Context: an optimization exercise on an open-source flow, tuned for small area. The choices shown serve that exercise and are no tape-out recipe. Only simulation tests tie the RTL to the original design; equivalence was not proved. Power is estimated from default activity; no workload was simulated.

Design tfds_core, start of the top module:
module tfds_core (
    input  wire        clk,
    input  wire        rst,
    input  wire        tick,
    input  wire        cmd_valid,
    input  wire [31:0] cmd,
    output wire        cmd_ready,
    output reg         rsp_valid,
    output reg         rsp_err,
    output reg  [31:0] rsp_data,
    input  wire        p_stop_motor,
    input  wire        p_scan_media,
    input  wire        p_write_en,
    input  wire        p_data_in,
    output wire        p_media_set,
    output wire        p_motor_on,
    output wire        p_ready,
    output wire        p_rw_media,
    output wire        p_data_out,
    output wire        p_clk_out
);
clock: 10.0 ns
lec_check: 0
abc_area: 1
cap_margin: 10
core_margin: 2
core_utilization: 62
place_density: 0.72
slew_margin: 10
synth_memory_max_bits: 8192
standard.sh (not shown) runs the stock make flow with config.mk's settings and CLKGATE_MAP_FILE= SYNTH_SCRIPT=/design/flow/synth_recipe.tcl, a recipe that flattens the netlist after the stock synthesis.
==> flow/flow/run.sh <==
#!/bin/bash
# Own flow: the standard synthesis script, but with Yosys's default ABC
# mapping script in place of ORFS's abc_area.script (registers are mapped
# before ABC, so they keep the standard synthesis's names and cells); then
# the standard layout, with clock tree synthesis using large sink clusters
# and no dummy loads.
set -euo pipefail
W=$PWD
{
  head -1 synth_recipe.tcl
  echo 'proc abc {args} { set i [lsearch -exact $args -script]; if {$i >= 0} { set args [lreplace $args $i [expr {$i + 1}]] }; yosys abc {*}$args }'
  tail -n +2 synth_recipe.tcl
} > my_synth.tcl
sed -e "s#$W/synth_recipe.tcl#$W/my_synth.tcl#" -e 's#"\${@:-finish}"#synth#' standard.sh > synth_only.sh
grep -q my_synth.tcl synth_only.sh
bash synth_only.sh > synth_flow.log 2>&1
export CTS_ARGS="-sink_clustering_enable -repair_clock_nets -dont_use_dummy_load -sink_clustering_size 30 -sink_clustering_max_diameter 45 -buf_list {sky130_fd_sc_hd__clkbuf_8 sky130_fd_sc_hd__clkbuf_16}"
bash standard.sh > standard_flow.log 2>&1
Edit:
--- a/flow/flow/run.sh
+++ b/flow/flow/run.sh
@@ -17 +17 @@
-export CTS_ARGS="-sink_clustering_enable -repair_clock_nets -dont_use_dummy_load -sink_clustering_size 30 -sink_clustering_max_diameter 45 -buf_list {sky130_fd_sc_hd__clkbuf_8 sky130_fd_sc_hd__clkbuf_16}"
+export CTS_ARGS="-sink_clustering_enable -repair_clock_nets -dont_use_dummy_load -sink_clustering_size 34 -sink_clustering_max_diameter 52 -buf_list {sky130_fd_sc_hd__clkbuf_8 sky130_fd_sc_hd__clkbuf_16}"
Outcome: The new run went through all stages and came out clean; sequential cell count stays the same; clock skew increases by 0.0072 ns; routed wire length went down by 1.5%.
Edit:
--- a/flow/flow/run.sh
+++ b/flow/flow/run.sh
@@ -17 +17 @@
-export CTS_ARGS="-sink_clustering_enable -repair_clock_nets -dont_use_dummy_load -sink_clustering_size 34 -sink_clustering_max_diameter 52 -buf_list {sky130_fd_sc_hd__clkbuf_8 sky130_fd_sc_hd__clkbuf_16}"
+export CTS_ARGS="-sink_clustering_enable -repair_clock_nets -dont_use_dummy_load -sink_clustering_size 30 -sink_clustering_max_diameter 45 -buf_list {sky130_fd_sc_hd__clkbuf_8 sky130_fd_sc_hd__clkbuf_16}"
Settings changed: CAP_MARGIN 10 to 20, CORE_UTILIZATION 62 to 55, PLACE_DENSITY 0.72 to 0.65, SLEW_MARGIN 10 to 20.
After rerunning: Design area grows by a few percent. Wire length grows by a few percent. Total power grows by roughly a tenth. Setup slack gets better by 0.13 ns. Clock power grows by well over a third. Register-to-register slack is about the same. Non-clock buffer count grows by 33. Synthesized cell count is unchanged. Via count grows slightly. Maximum frequency grows slightly. Sequential share of layout area shrinks by 2.5 points.
Edit:
--- a/flow/flow/run.sh
+++ b/flow/flow/run.sh
@@ -17 +17 @@
-export CTS_ARGS="-sink_clustering_enable -repair_clock_nets -dont_use_dummy_load -sink_clustering_size 30 -sink_clustering_max_diameter 45 -buf_list {sky130_fd_sc_hd__clkbuf_8 sky130_fd_sc_hd__clkbuf_16}"
+export CTS_ARGS="-sink_clustering_enable -repair_clock_nets -dont_use_dummy_load -sink_clustering_size 36 -sink_clustering_max_diameter 55 -buf_list {sky130_fd_sc_hd__clkbuf_8 sky130_fd_sc_hd__clkbuf_16}"
Settings changed: CAP_MARGIN 20 to 10, CORE_UTILIZATION 55 to 62, PLACE_DENSITY 0.65 to 0.72, SLEW_MARGIN 20 to 10.
Outcome:
- The changed run finished with antenna rules left
- utilization is higher by 5.1 points
- first-iteration DRC count stays flat
- final area decreases by a few percent
- die area drops by roughly a tenth
- total power decreases by roughly a tenth
- wire length decreases by a few percent
Edit:
--- a/flow/flow/run.sh
+++ b/flow/flow/run.sh
@@ -17 +17 @@
-export CTS_ARGS="-sink_clustering_enable -repair_clock_nets -dont_use_dummy_load -sink_clustering_size 36 -sink_clustering_max_diameter 55 -buf_list {sky130_fd_sc_hd__clkbuf_8 sky130_fd_sc_hd__clkbuf_16}"
+export CTS_ARGS="-sink_clustering_enable -repair_clock_nets -dont_use_dummy_load -sink_clustering_size 24 -sink_clustering_max_diameter 50 -buf_list {sky130_fd_sc_hd__clkbuf_8 sky130_fd_sc_hd__clkbuf_16}"
Settings changed: CAP_MARGIN 10 to 20, CORE_UTILIZATION 62 to 55, PLACE_DENSITY 0.72 to 0.65, SLEW_MARGIN 10 to 20.
Effect: The changed run finished clean. Design area grows by 2.5%. Area after synthesis does not change. Setup slack improved by 0.092 ns.

separate check: timing with driven ports:
In the flow no input, the clock included, has a driving cell. The finished layouts below were timed again as built, in two steps. Step 1, drivers: a clkbuf_16 drives clk and a buf_2 each remaining input, both assumed. Step 2 also shifts input and output timing later by t, the mid clock arrival at the registers, as if the neighbouring blocks saw the same clock. Three values: ideal, step 1, step 2; two values: the first two.
run | t, ns | slack for setup (ns) | worst setup path at the end | latest minus earliest clock arrival (ns) | worst data-port slew with drivers (ns)
the first run | 0.998 | 1.007 / 1.064 / 0.066 | input to register | 0.107 / 0.107 | 0.12
the second run | 0.925 | 0.924 / 0.981 / 0.056 | input to register | 0.108 / 0.109 | 0.13
the third run | 1.031 | 1.054 / 1.117 / 0.086 | input to register | 0.114 / 0.114 | 0.04
the fourth run | 0.922 | 0.919 / 0.972 / 0.050 | input to register | 0.106 / 0.107 | 0.13
the fifth run | 0.991 | 1.010 / 1.069 / 0.077 | input to register | 0.099 / 0.099 | 0.04
For the third run, which loses most, drivers alone change the setup slack by +0.063 ns; drivers and shift together by -0.968 ns.
